This is an optimization exercise on Yosys and OpenROAD, whose aim is small area, a short achievable clock period and few clock cycles, not a production implementation.

==> run a: inputs <==
==> flow/design.v (excerpt) <==
module stackmat_core (
    input  wire        clk,
    input  wire        rst,
    input  wire        cmd_valid,
    output wire        cmd_ready,
    input  wire [79:0] cmd,
    output wire        rsp_valid,
    output wire [7:0]  rsp_status,
    output wire        rsp_flag,
    output wire [63:0] rsp_val,
    output wire [7:0]  rsp_len,
    output wire        dat_valid,
    output wire [7:0]  dat_byte,
    output wire        tx_valid,
    output wire [3:0]  tx_len,
    output wire [71:0] tx_data,
    input  wire        tx_ack,
    input  wire        tx_err,
    input  wire [7:0]  tx_n
);
==> flow/config.mk <==
export PLATFORM = sky130hd
export DESIGN_NAME = stackmat_core
export DESIGN_NICKNAME = stackmat_core
export VERILOG_FILES = /design/flow/design.v
export SDC_FILE = /design/flow/constraint.sdc
export NUM_CORES = 4
export LEC_CHECK = 0
export CAP_MARGIN = 20
export CORE_MARGIN = 2
export CORE_UTILIZATION = 40
export SLEW_MARGIN = 20
==> flow/constraint.sdc <==
create_clock -name core_clock -period 17.0 [get_ports {clk}]
set_input_delay 3.4000 -clock core_clock [delete_from_list [all_inputs] [get_ports {clk}]]
set_output_delay 3.4000 -clock core_clock [all_outputs]
set_load 0.01 [all_outputs]
run.sh (not shown) runs the stock make flow with config.mk's settings and CLKGATE_MAP_FILE= SYNTH_SCRIPT=/design/flow/synth_recipe.tcl, a recipe that flattens the netlist after the stock synthesis.
==> run b (differences from run a) <==
--- a/flow/design.v
+++ b/flow/design.v
@@ -47,16 +47,17 @@
     localparam [2:0] J_ENCS  = 3'd2;
     localparam [2:0] J_RD3   = 3'd3;
     localparam [2:0] J_FLUSH = 3'd4;
     localparam [2:0] J_RD6   = 3'd5;
     localparam [2:0] D_TICK = 3'd0;
     localparam [2:0] D_STOP = 3'd1;
     localparam [2:0] D_CONV = 3'd2;
     localparam [2:0] D_ENC  = 3'd3;
+    localparam [2:0] D_ENCS = 3'd4;
     localparam [1:0] P_DIV = 2'd0;
     localparam [1:0] P_ENC = 2'd1;
     localparam [1:0] P_REG = 2'd2;
     localparam V_V8    = 0;
     localparam V_START = 1;
     localparam V_FLD   = 2;
     localparam V_CONV  = 3;
     localparam V_TXOFF = 4;
@@ -74,38 +75,28 @@
     endfunction
     function hold_op;
         input [7:0] o;
         begin
             hold_op = (o == OP_FMT) || (o == OP_CONV) || (o == OP_ENC) ||
                       (o == OP_STOP) || (o == OP_TICK);
         end
     endfunction
-    function [3:0] mod10_8;
+    function [7:0] dig2;
         input [7:0] v;
-        reg   [4:0] t;
-        reg   [4:0] w;
-        reg   [2:0] r;
+        integer i;
+        reg [19:0] sh;
         begin
-            t = {1'b0, v[7:4]} + {1'b0, v[3:0]};
-            w = {4'd0, t[4]} + {1'b0, t[3:0]};
-            r = (w >= 5'd15) ? w - 5'd15 : (w >= 5'd10) ? w - 5'd10 :
-                (w >= 5'd5)  ? w - 5'd5  : w;
-            mod10_8 = {1'b0, r} + ((r[0] ^ v[0]) ? 4'd5 : 4'd0);
-        end
-    endfunction
-    function [7:0] dig60;
-        input [5:0] v;
-        reg   [2:0] t;
-        reg   [5:0] u;
-        begin
-            t = (v >= 6'd50) ? 3'd5 : (v >= 6'd40) ? 3'd4 : (v >= 6'd30) ? 3'd3 :
-                (v >= 6'd20) ? 3'd2 : (v >= 6'd10) ? 3'd1 : 3'd0;
-            u = v - {t, 3'b000} - {2'b00, t, 1'b0};
-            dig60 = {1'b0, t, u[3:0]};
+            sh = {12'd0, v};
+            for (i = 0; i < 8; i = i + 1) begin
+                if (sh[11:8]  >= 4'd5) sh[11:8]  = sh[11:8]  + 4'd3;
+                if (sh[15:12] >= 4'd5) sh[15:12] = sh[15:12] + 4'd3;
+                sh = sh << 1;
+            end
+            dig2 = sh[15:8];
         end
     endfunction
     function [4:0] dstep10;
         input [3:0] r;
         input       d;
         reg         q;
         reg   [2:0] h;
         begin
@@ -150,17 +141,16 @@
                   | ({64{k == 5'd19}} & 64'h8ac7230489e80000);
         end
     endfunction
     reg [1:0]  state_q;
     reg [63:0] start_q;
     reg [7:0]  min_q;
     reg [5:0]  sec_q;       
     reg [9:0]  ms_q;        
-    reg [11:0] ms_bcd;      
     reg [1:0]  pk_mk;       
     reg [23:0] pk_d;        
     reg [5:0]  pk_sum;      
     reg [9:0]  toh;         
     reg [63:0] cap_q;
     reg [3:0]  caplen_q;
     wire [3:0] txoff = {toh[8] | toh[9],
                         toh[4] | toh[5] | toh[6] | toh[7],
@@ -181,22 +171,16 @@
                 5'd8:    pktbyte = 8'h0D;
                 default: pktbyte = 8'h00;
             endcase
         end
     endfunction
     reg [79:0] cw;
     reg        cv;
     reg        pd_hold;
-    reg        pd_ts;       
-    reg        pd_fmt;      
-    reg        pd_enc;      
-    reg        fsign;       
-    reg        frst;        
-    reg        rdy_q;       
     reg [3:0]  es;
     reg [2:0]  jk;
     reg [2:0]  dk;
     reg [1:0]  pdsrc;
     reg [4:0]  cnt;         
     reg [3:0]  fd;          
     reg [3:0]  rA;          
     reg [3:0]  rB;          
@@ -256,54 +240,35 @@
             default:  legal = 1'b0;
         endcase
     end
     wire is_ts  = (op == OP_TICK) || (op == OP_STOP);
     wire is_fmt = (op == OP_FMT);
     wire is_enc = (op == OP_ENC);
     wire [7:0] csum = a[47:40] + a[39:32] + a[31:24] + a[23:16] + a[15:8] + a[7:0]
                     + 8'd32;
-    wire [63:0] sub_b = ({64{pd_ts}} & start_q) | ({64{pd_fmt}} & pow10(cnt));
-    wire [64:0] ad_a = {fsign, a};
-    wire [64:0] ad_b = {1'b0, sub_b} ^ {65{~fsign}};
-    wire        ad_ci = ~fsign;
-    reg  [64:0] ad_g, ad_p, ad_G, ad_P, ad_gn, ad_pn;
-    integer     adi, adl;
+    wire [63:0] sub_b = is_ts ? start_q : (is_fmt ? pow10(cnt) : 64'd0);
+    wire [64:0] sub   = {1'b0, a} - {1'b0, sub_b};
+    wire [63:0] s     = sub[63:0];
+    wire        s_ge  = ~sub[64];
+    wire s_z_hi  = ~|s[63:28];
+    wire s_z_mid = ~|s[27:16];
+    wire opt48   = is_enc | (s_z_hi & s_z_mid);
+    wire opt36   = s_z_hi;
+    wire [63:0] s_load = opt48 ? {s[15:0], 32'd0, s[31:16]} :
+                         opt36 ? {s[27:0], 36'd0} : s;
+    wire [4:0]  cnt_load = opt48 ? 5'd4 : (opt36 ? 5'd7 : 5'd16);
+    wire        div_ms = (dk == D_ENCS);
+    reg  [3:0]  din;
     always @(*) begin
-        ad_g = ad_a & ad_b;
-        ad_p = ad_a ^ ad_b;
-        ad_G = ad_g;
-        ad_P = ad_p;
-        ad_G[0] = ad_g[0] | (ad_p[0] & ad_ci);
-        for (adl = 1; adl < 128; adl = adl * 2) begin
-            ad_gn = ad_G;
-            ad_pn = ad_P;
-            for (adi = 0; adi < 65; adi = adi + 1)
-                if ((adi / adl) % 2 == 1) begin
-                    ad_gn[adi] = ad_G[adi] | (ad_P[adi] & ad_G[(adi / adl) * adl - 1]);
-                    ad_pn[adi] = ad_P[adi] & ad_P[(adi / adl) * adl - 1];
-                end
-            ad_G = ad_gn;
-            ad_P = ad_pn;
-        end
+        if (!div_ms)           din = a[63:60];
+        else if (cnt == 5'd3)  din = {2'b00, ms_q[9:8]};
+        else if (cnt == 5'd2)  din = ms_q[7:4];
+        else                   din = ms_q[3:0];
     end
-    wire [64:0] sub = ad_p ^ {ad_G[63:0], ad_ci};
-    wire [63:0] s     = sub[63:0];
-    wire        s_neg = sub[64];
-    wire [35:0] sk_a = a[63:28];
-    wire [35:0] sk_b = sub_b[63:28];
-    wire [35:0] sk_nb = ~sk_b;
-    wire sk_b28  = ~ad_G[27];    
-    wire sk_z0   = (sk_a == sk_b);
-    wire sk_z1   = ((sk_a ^ sk_nb) == {(sk_a[34:0] | sk_nb[34:0]), 1'b0});
-    wire opt36   = sk_b28 ? sk_z1 : sk_z0;
-    wire [63:0] s_load = pd_enc ? {s[23:0], 32'd0, s[31:24]} :
-                         opt36  ? {s[27:0], 36'd0} : s;
-    wire [4:0]  cnt_load = pd_enc ? 5'd6 : (opt36 ? 5'd7 : 5'd16);
-    wire [3:0]  din = a[63:60];
     reg [3:0]  st_a, st_b, st_c;
     reg [5:0]  st_d;
     reg [3:0]  st_q;
     reg [4:0]  st_xa, st_xb, st_xc;
     reg [6:0]  st_xd;
     integer    si;
     always @(*) begin
         st_a = rA;
@@ -320,30 +285,27 @@
             st_c  = st_xc[3:0];
             st_xd = dstep60(st_d, st_xc[4]);
             st_d  = st_xd[5:0];
             st_q[3-si] = st_xd[6];
         end
     end
     wire [9:0] ms_bin = {rC, 6'd0} + {rC, 5'd0} + {rC, 2'd0} + {rB, 3'd0} + {rB, 1'b0} + rA;
     reg [7:0] bm;
-    reg [5:0] bs;
+    reg [7:0] bs;
     always @(*) begin
         case (pdsrc)
-            P_DIV:   begin bm = m_q;      bs = rD;    end
-            P_ENC:   begin bm = a[31:24]; bs = rD;    end
-            default: begin bm = min_q;    bs = sec_q; end
+            P_DIV:   begin bm = m_q;      bs = {2'b00, rD};    end
+            P_ENC:   begin bm = a[31:24]; bs = a[23:16];       end
+            default: begin bm = min_q;    bs = {2'b00, sec_q}; end
         endcase
     end
-    wire [3:0]  dg_m1 = mod10_8(bm);
-    wire [7:0]  dg_s6 = dig60(bs);
-    wire [7:0]  dg_m  = {4'd0, dg_m1};
-    wire [7:0]  dg_s  = (pdsrc == P_ENC) ? m_q : dg_s6;
-    wire [11:0] dg_ms = (pdsrc == P_REG) ? ms_bcd : {rA, rB, rC};
-    wire [23:0] new_d = {dg_ms, dg_s[3:0], dg_s[7:4], dg_m[3:0]};
+    wire [7:0]  dg_m  = dig2(bm);
+    wire [7:0]  dg_s  = dig2(bs);
+    wire [23:0] new_d = {rA, rB, rC, dg_s[3:0], dg_s[7:4], dg_m[3:0]};
     wire [5:0]  pk_dsum = {2'b00, pk_d[3:0]} + {2'b00, pk_d[7:4]} + {2'b00, pk_d[11:8]}
                         + {2'b00, pk_d[15:12]} + {2'b00, pk_d[19:16]} + {2'b00, pk_d[23:20]};
     wire out_idle = !o_strm && !send_pend && (pq_cnt == 3'd0);
     wire out_last = o_strm    ? ((o_rem == 8'd0) && !send_pend && (pq_cnt == 3'd0)) :
                     send_pend ? (!sink_busy && (pq_cnt == 3'd0)) :
                                 (pq_cnt <= 3'd1);
     wire pq_pop   = !o_strm && !send_pend && (pq_cnt != 3'd0);
     assign cmd_ready  = !cv || ((es == E_IDLE) && !pd_hold);
@@ -405,19 +367,16 @@
         end
     endtask
     always @(posedge clk) begin
         push = 1'b0;
         kick = 1'b0;
         if (cmd_ready) begin
             cw      <= cmd;
             pd_hold <= hold_op(cmd[79:72]);
-            pd_ts   <= (cmd[79:72] == OP_TICK) || (cmd[79:72] == OP_STOP);
-            pd_fmt  <= (cmd[79:72] == OP_FMT);
-            pd_enc  <= (cmd[79:72] == OP_ENC);
         end
         rsp_valid_q <= 1'b0;
         dat_valid_q <= 1'b0;
         if (o_strm) begin
             dat_valid_q <= 1'b1;
             dat_byte_q  <= o_src ? cap_q[o_idx[2:0]*8 +: 8] : pktbyte({1'b0, o_idx});
             if (o_rem == 8'd0) begin
                 rsp_valid_q  <= 1'b1;
@@ -533,17 +492,16 @@
                                 p_vsel   <= 6'd1 << V_V8;
                                 es       <= E_WRSP;
                             end
                             OP_RST: begin
                                 state_q  <= 2'd1;
                                 min_q    <= 8'd0;
                                 sec_q    <= 6'd0;
                                 ms_q     <= 10'd0;
-                                ms_bcd   <= 12'd0;
                                 p_status <= 2'd0;
                                 p_flag   <= 1'b1;
                                 p_vsel   <= 6'd0;
                                 es       <= E_WRSP;
                             end
                             OP_START: begin
                                 if (state_q == 2'd1) begin
                                     start_q  <= a;
@@ -552,18 +510,23 @@
                                     p_flag   <= 1'b1;
                                     p_vsel   <= 6'd0;
                                     es       <= E_WRSP;
                                 end else begin
                                     null_rsp;
                                 end
                             end
                             OP_ENCS: begin
-                                jk <= J_ENCS;
-                                es <= E_WGO;
+                                cnt  <= 5'd3;
+                                rA   <= 4'd0;
+                                rB   <= 4'd0;
+                                rC   <= 4'd0;
+                                rD   <= 6'd0;
+                                dk   <= D_ENCS;
+                                es   <= E_DIV;
                             end
                             OP_SEND: begin
                                 if (!send_pend && (pq_cnt == 3'd0))
                                     kick = 1'b1;
                                 else
                                     es <= E_SENDQ;
                             end
                             OP_RXB: begin
@@ -630,30 +593,23 @@
                                     end
                                 endcase
                             end
                         endcase
                     end
                 end
             end
             E_DIV: begin
-                cw[63:0] <= {a[59:0], 4'd0};
+                if (!div_ms) cw[63:0] <= {a[59:0], 4'd0};
                 rA       <= st_a;
                 rB       <= st_b;
                 rC       <= st_c;
                 rD       <= st_d;
-                if (dk != D_ENC) m_q <= {m_q[3:0], st_q};
+                m_q      <= {m_q[3:0], st_q};
                 cnt      <= cnt - 5'd1;
-                if ((dk == D_ENC) && (cnt == 5'd5)) begin
-                    m_q <= {st_b, st_a};
-                    rA  <= 4'd0;
-                    rB  <= 4'd0;
-                    rC  <= 4'd0;
-                    rD  <= 6'd0;
-                end
                 if (cnt == 5'd1) begin
                     case (dk)
                         D_TICK: begin
                             cv <= 1'b0;
                             if (out_last) begin
                                 go_pkt(2'd2, P_DIV);
                             end else begin
                                 jk <= J_TICK;
@@ -663,16 +619,24 @@
                         D_ENC: begin
                             if (out_last) begin
                                 go_pkt(b[1:0], P_ENC);
                             end else begin
                                 jk <= J_ENC;
                                 es <= E_WGO;
                             end
                         end
+                        D_ENCS: begin
+                            if (out_last) begin
+                                go_pkt(state_q, P_REG);
+                            end else begin
+                                jk <= J_ENCS;
+                                es <= E_WGO;
+                            end
+                        end
                         D_STOP: begin
                             cv <= 1'b0;
                             es <= E_STOPF;
                         end
                         default: begin   
                             cv <= 1'b0;
                             es <= E_CONVF;
                         end
@@ -732,54 +696,46 @@
                 p_flag   <= 1'b0;
                 p_vsel   <= 6'd1 << V_CONV;
                 es       <= E_WRSP;
             end
             E_STOPF: begin
                 min_q    <= m_q;
                 sec_q    <= rD;
                 ms_q     <= ms_bin;
-                ms_bcd   <= {rA, rB, rC};
                 state_q  <= 2'd3;
                 p_status <= 2'd0;
                 p_flag   <= 1'b1;
                 p_vsel   <= 6'd0;
                 es       <= E_WRSP;
             end
             E_FPAD: begin
                 dat_valid_q <= 1'b1;
                 dat_byte_q  <= 8'h30;
                 o_rem       <= o_rem - 8'd1;
                 if (o_rem == 8'd1) es <= E_FDIG;
             end
             E_FDIG: begin
-                cw[63:0] <= s;
-                fsign    <= s_neg;
-                if (frst) begin
-                    frst <= 1'b0;
-                    cnt  <= cnt - 5'd1;
-                end else if (s_neg == fsign) begin
-                    fd <= fd + 4'd1;
+                if (s_ge) begin
+                    cw[63:0] <= s;
+                    fd       <= fd + 4'd1;
                 end else begin
                     if ({3'd0, cnt} < b) begin
                         dat_valid_q <= 1'b1;
-                        dat_byte_q  <= {4'h3, fsign ? (4'd9 - fd) : fd};
+                        dat_byte_q  <= {4'h3, fd};
                     end
                     fd <= 4'd0;
                     if (cnt == 5'd0) begin
                         rsp_valid_q  <= 1'b1;
                         rsp_status_q <= 2'd0;
                         rsp_flag_q   <= 1'b0;
                         rsp_len_q    <= b;
                         rsp_vsel_q   <= 6'd0;
                         cv           <= 1'b0;
-                        fsign        <= 1'b0;
                         es           <= E_IDLE;
-                    end else if (!fsign && (fd == 4'd0)) begin
-                        frst <= 1'b1;
                     end else begin
                         cnt <= cnt - 5'd1;
                     end
                 end
             end
             default: es <= E_IDLE;
         endcase
         if (cmd_ready) cv <= cmd_valid;
@@ -787,33 +743,30 @@
             toh        <= 10'd1;
             tx_valid_q <= 1'b1;
             sink_busy  <= 1'b1;
             send_pend  <= 1'b1;
         end
         pq_cnt <= pq_cnt + {2'd0, push} - {2'd0, pq_pop};
         if (rst) begin
             cv          <= 1'b0;
-            fsign       <= 1'b0;
-            frst        <= 1'b0;
             es          <= E_IDLE;
             o_strm      <= 1'b0;
             pq_cnt      <= 3'd0;
             send_pend   <= 1'b0;
             rsp_valid_q <= 1'b0;
             dat_valid_q <= 1'b0;
             tx_valid_q  <= 1'b0;
             ack_q       <= 1'b0;
             sink_busy   <= 1'b0;
             state_q     <= 2'd1;
             start_q     <= 64'd0;
             min_q       <= 8'd0;
             sec_q       <= 6'd0;
             ms_q        <= 10'd0;
-            ms_bcd      <= 12'd0;
             pk_mk       <= 2'd1;
             pk_d        <= 24'd0;
             pk_sum      <= 6'd0;
             toh         <= 10'd1;
             caplen_q    <= 4'd0;
         end
     end
 endmodule
==> reports/results.tsv <==
stage	metric	value	unit
die	start_util	40.5	%
sta	min_period	6.88	ns
status	status	timing/DRC/antenna clean	
logic_synthesis	synth_area_leaders	dfxtp_1, edfxtp_1, ha_1	
finish	multiInputGateArea	21400	um2
logic_synthesis	synth_edf_count	158	
the above is filed under run a

==> reports/results.tsv <==
stage	metric	value	unit
status	status	timing/DRC/antenna clean	
logic_synthesis	synth_area_leaders	dfxtp_1, edfxtp_1, a21oi_1	
logic_synthesis	synth_edf_count	156	
setup_path	critPathRequiredTime	17.42	ns
setup_path	critical-path-max-stage-delay	0.93	ns
sta	min_period	9.08	ns
die	start_util	40.2	%
sta	layout_setup_ws	7.92	ns
the above is filed under run b

Function was not checked in any run of this note: the RTL went through the layout flow alone.

## static timing again, ports no longer ideal
How much do the figures lean on ideal ports? The routed layouts below were timed once more, with nothing changed but the port constraints. Step 1: set_driving_cell puts a clkbuf_16 on clk and a buf_2 on each other input, an assumption about the parent block. Step 2 adds t to the input delays and takes it off the output delays; t is the mean of the earliest and latest rising clock arrival at the registers after step 1. Input paths then give back, and output paths get back, about the clock's delay inside the block. a / b / c = ideal / step 1 / step 2; a / b = the first two.
run	t (ns)	setup WS [ns]	cell pins on the clock port's net
run a	0.716	10.119 / 10.119 / 10.119	1
run b	0.690	7.917 / 7.917 / 7.917	1
After both steps setup and hold are still met in every run listed.
